From an optimization exercise on the open Yosys and OpenROAD flow, aimed at small area; shortcuts taken in it are not production practice.
The RTL was checked by simulation tests, not by an equivalence proof against the original design.
No activity file was given, so power comes from the tool's default toggle rates.

Design mgmon_core, start of the top module:
module mgmon_core (
    input  wire         clk,
    input  wire         rst,
    input  wire         cmd_valid,
    output wire         cmd_ready,
    input  wire [39:0]  cmd_word,
    input  wire [511:0] cmd_bytes,
    output reg          rsp_valid,
    output wire [39:0]  rsp_word,
    output reg  [15:0]  a_o,
    output reg          a_oe,
    input  wire [15:0]  a_i,
    output reg  [7:0]   d_o,
    output reg          d_oe,
    input  wire [7:0]   d_i,
    output reg          rw_o,
    output reg          rw_oe,
    input  wire         rw_i,
    output reg          mclk_o,
    output reg          css_o,
    output reg          be_oe,
    input  wire         sync_i,
    input  wire         vp_i,
    output reg          ce_o,
    output reg          ce_oe,
    output reg          we_o,
    output reg          we_oe,
    output reg          oe_o,
    output reg          oe_oe,
    output wire         pgm_o,
    output reg          pgm_oe
);
Size in the first run: ~2,000 cells after synthesis, ~20,000 sq um of cells after synthesis.
==> flow/config.mk <==
export PLATFORM = sky130hd
export DESIGN_NAME = mgmon_core
export DESIGN_NICKNAME = mgmon_core
export VERILOG_FILES = /design/flow/design.v
export SDC_FILE = /design/flow/constraint.sdc
export NUM_CORES = 4
export LEC_CHECK = 0
export CAP_MARGIN = 20
export CORE_MARGIN = 2
export CORE_UTILIZATION = 40
export SLEW_MARGIN = 20
==> flow/constraint.sdc <==
create_clock -name core_clock -period 10.0 [get_ports {clk}]
set_input_delay 2.0000 -clock core_clock [delete_from_list [all_inputs] [get_ports {clk}]]
set_output_delay 2.0000 -clock core_clock [all_outputs]
set_load 0.01 [all_outputs]
standard.sh (not shown) runs the stock make flow with config.mk's settings and CLKGATE_MAP_FILE= SYNTH_SCRIPT=/design/flow/synth_recipe.tcl, a recipe that flattens the netlist after the stock synthesis.
==> flow/flow/run.sh <==
#!/bin/bash
# Layout flow: the standard ORFS flow (standard.sh, unchanged synthesis),
# with smaller port buffers (buf_1 instead of the default clkdlybuf4s50_1)
# and a clock tree built without dummy loads, from the buffers and sink
# clusters below. Every port still gets a buffer.
set -euo pipefail
export BUFFER_PORTS_ARGS="-buffer_cell sky130_fd_sc_hd__buf_1"
export CTS_ARGS="-sink_clustering_enable -repair_clock_nets -dont_use_dummy_load -buf_list sky130_fd_sc_hd__clkbuf_8 -sink_clustering_size 14 -sink_clustering_max_diameter 50"
bash standard.sh finish > standard_flow.log 2>&1
The first run passed the timing, DRC and antenna checks.
Next try:
==> flow/flow/run.sh (replaced) <==
#!/bin/bash
# Layout flow: the standard ORFS flow (standard.sh, unchanged synthesis),
# with smaller port buffers (buf_1 instead of the default clkdlybuf4s50_1)
# and a clock tree of smaller buffers built without dummy loads. Every port
# still gets a buffer.
set -euo pipefail
export BUFFER_PORTS_ARGS="-buffer_cell sky130_fd_sc_hd__buf_1"
export CTS_ARGS="-sink_clustering_enable -repair_clock_nets -dont_use_dummy_load -buf_list sky130_fd_sc_hd__clkbuf_8 -sink_clustering_size 20 -sink_clustering_max_diameter 60"
bash standard.sh finish > standard_flow.log 2>&1
After rerunning:
- The new run finished with timing, DRC and antenna clean
- setup slack gains 0.020 ns
- design area went down by 0.85%
- clock power fell by about 10%
- power goes down by 3.7%
- non-clock buffer count is unchanged


== old ==
mgmon_core, a different RTL version from the one above (not shown whole).
Size in the first run: about 1900 cells after synthesis, about 610 flip-flops, ~0.020 mm² of cells after synthesis.
export LEC_CHECK = 0
export CAP_MARGIN = 20
export CORE_MARGIN = 2
export CORE_UTILIZATION = 60
export SLEW_MARGIN = 20
create_clock -name core_clock -period 10.0 [get_ports {clk}]
==> flow/flow/run.sh <==
#!/bin/bash
# Layout flow: the standard ORFS flow (standard.sh, unchanged synthesis),
# with smaller port buffers (buf_1 instead of the default clkdlybuf4s50_1)
# and a clock tree built without dummy loads, from the buffers and sink
# clusters below. Every port still gets a buffer.
set -euo pipefail
export BUFFER_PORTS_ARGS="-buffer_cell sky130_fd_sc_hd__buf_1"
export CTS_ARGS="-sink_clustering_enable -repair_clock_nets -dont_use_dummy_load -buf_list sky130_fd_sc_hd__clkbuf_4 -sink_clustering_size 10 -sink_clustering_max_diameter 40"
bash standard.sh finish > standard_flow.log 2>&1
old finished all stages; the layout is clean.
Relative to old, the following input files were edited for new:
- CAP_MARGIN now 5, was 20
- SLEW_MARGIN now 5, was 20
[summary]
The higher met1 wire length came out of new.
Clock latency of the later-clocked register in the worst-skew pair: old vs new — no meaningful difference
There was hardly any difference in synthesis-to-finish area growth between old and new.
old leaves less setup margin than new.
Slew at the pin with the worst max-slew slack ends up higher on old.
Compared with old, the detailed router inserted fewer vias in new.
Between new and old, the difference in worst hold-check slack is negligible.
Comparing new against old, there is no change at all in number of clock buffers in the layout.
Compared with old, in new cell count now sits at about the same level; minimum clock period now sits lower.


v44:
Another version of the RTL of mgmon_core (not shown whole).
For scale: ~660 I/O pins, ~20000 um2 of cells after synthesis.
Settings: LEC_CHECK=0, CAP_MARGIN=20, CORE_MARGIN=2, CORE_UTILIZATION=60, SLEW_MARGIN=20; clock period 10.0 ns.
Scripts as last shown in full above: flow/flow/run.sh
v44 finished every stage and its layout cleared the timing, DRC and antenna checks.
Inputs modified between v44 and v35:
Settings: GPL_ROUTABILITY_DRIVEN now 0, previously not set; GPL_TIMING_DRIVEN now 0, previously not set.
### Flow results
Side by side, met1 wire length turned out higher in v35 than in v44. Fraction of standard cell area in multi-input logic: v35 lower than v44. v35: share of total power in the clock network is 0.3 points higher than what v44 reported.
diff inputs: v35 => v31
Settings: GPL_TIMING_DRIVEN removed (was 0); GPL_ROUTABILITY_DRIVEN removed (was 0); CORE_UTILIZATION changed from 60 to 40.
## What came out
v31 can be clocked slower than v35. Sort v31 and v35 by cell leakage power asc -> top: v31. In the reports for v31 and v35, the smaller total power after layout belongs to v35. Relative to v35, worst setup slack decreased by 0.038 ns in v31. Relative to v35, the number of rows in the core area of v31 is higher by 22%. Compared with v35, v31 instantiates a larger number of standard cells. Sequential share of layout area (v31 over v35): increase, 0.47 points. v31 vs. v35: routed length on met2 decreased about 2.7%; area growth from synthesis to layout decreased 0.99 points; cell count after placement increased 65.

[port drivers added, routing unchanged]
The flow's constraints put no driver on any port. The routed layouts listed below were extracted and timed again, unchanged, in two steps. Step 1 sets driving cells, clkbuf_16 on the clock port and buf_2 on the other inputs (assumed; they add their load-dependent delay and slew). Step 2 adds t to the input delays and takes it off the output delays; t is the mean of the earliest and latest rising clock arrival at the registers after step 1. Input paths then give back, and output paths get back, about the clock's delay inside the block. a / b / c = ideal / step 1 / step 2; a / b = the first two.
run	t (ns)	setup WS [ns]	latest minus earliest clock arrival (ns)	slew at the worst register clock pin (ns)	pins driven straight from the clock port
the first run of note 1	0.710	2.317 / 2.317 / 2.317	0.089 / 0.089	0.10 / 0.10	1
the second run of note 1	0.676	2.337 / 2.337 / 2.337	0.077 / 0.077	0.12 / 0.12	1
old	0.797	1.599 / 1.599 / 1.599	0.112 / 0.113	0.12 / 0.12	1
new	0.801	1.613 / 1.613 / 1.613	0.126 / 0.126	0.12 / 0.12	1
v44	0.736	1.896 / 1.896 / 1.896	0.087 / 0.087	0.11 / 0.11	1
v35	0.798	1.939 / 1.939 / 1.939	0.099 / 0.100	0.11 / 0.11	1
v31	0.871	1.902 / 1.902 / 1.902	0.114 / 0.114	0.11 / 0.11	1
After both steps setup and hold are still met in every run listed.
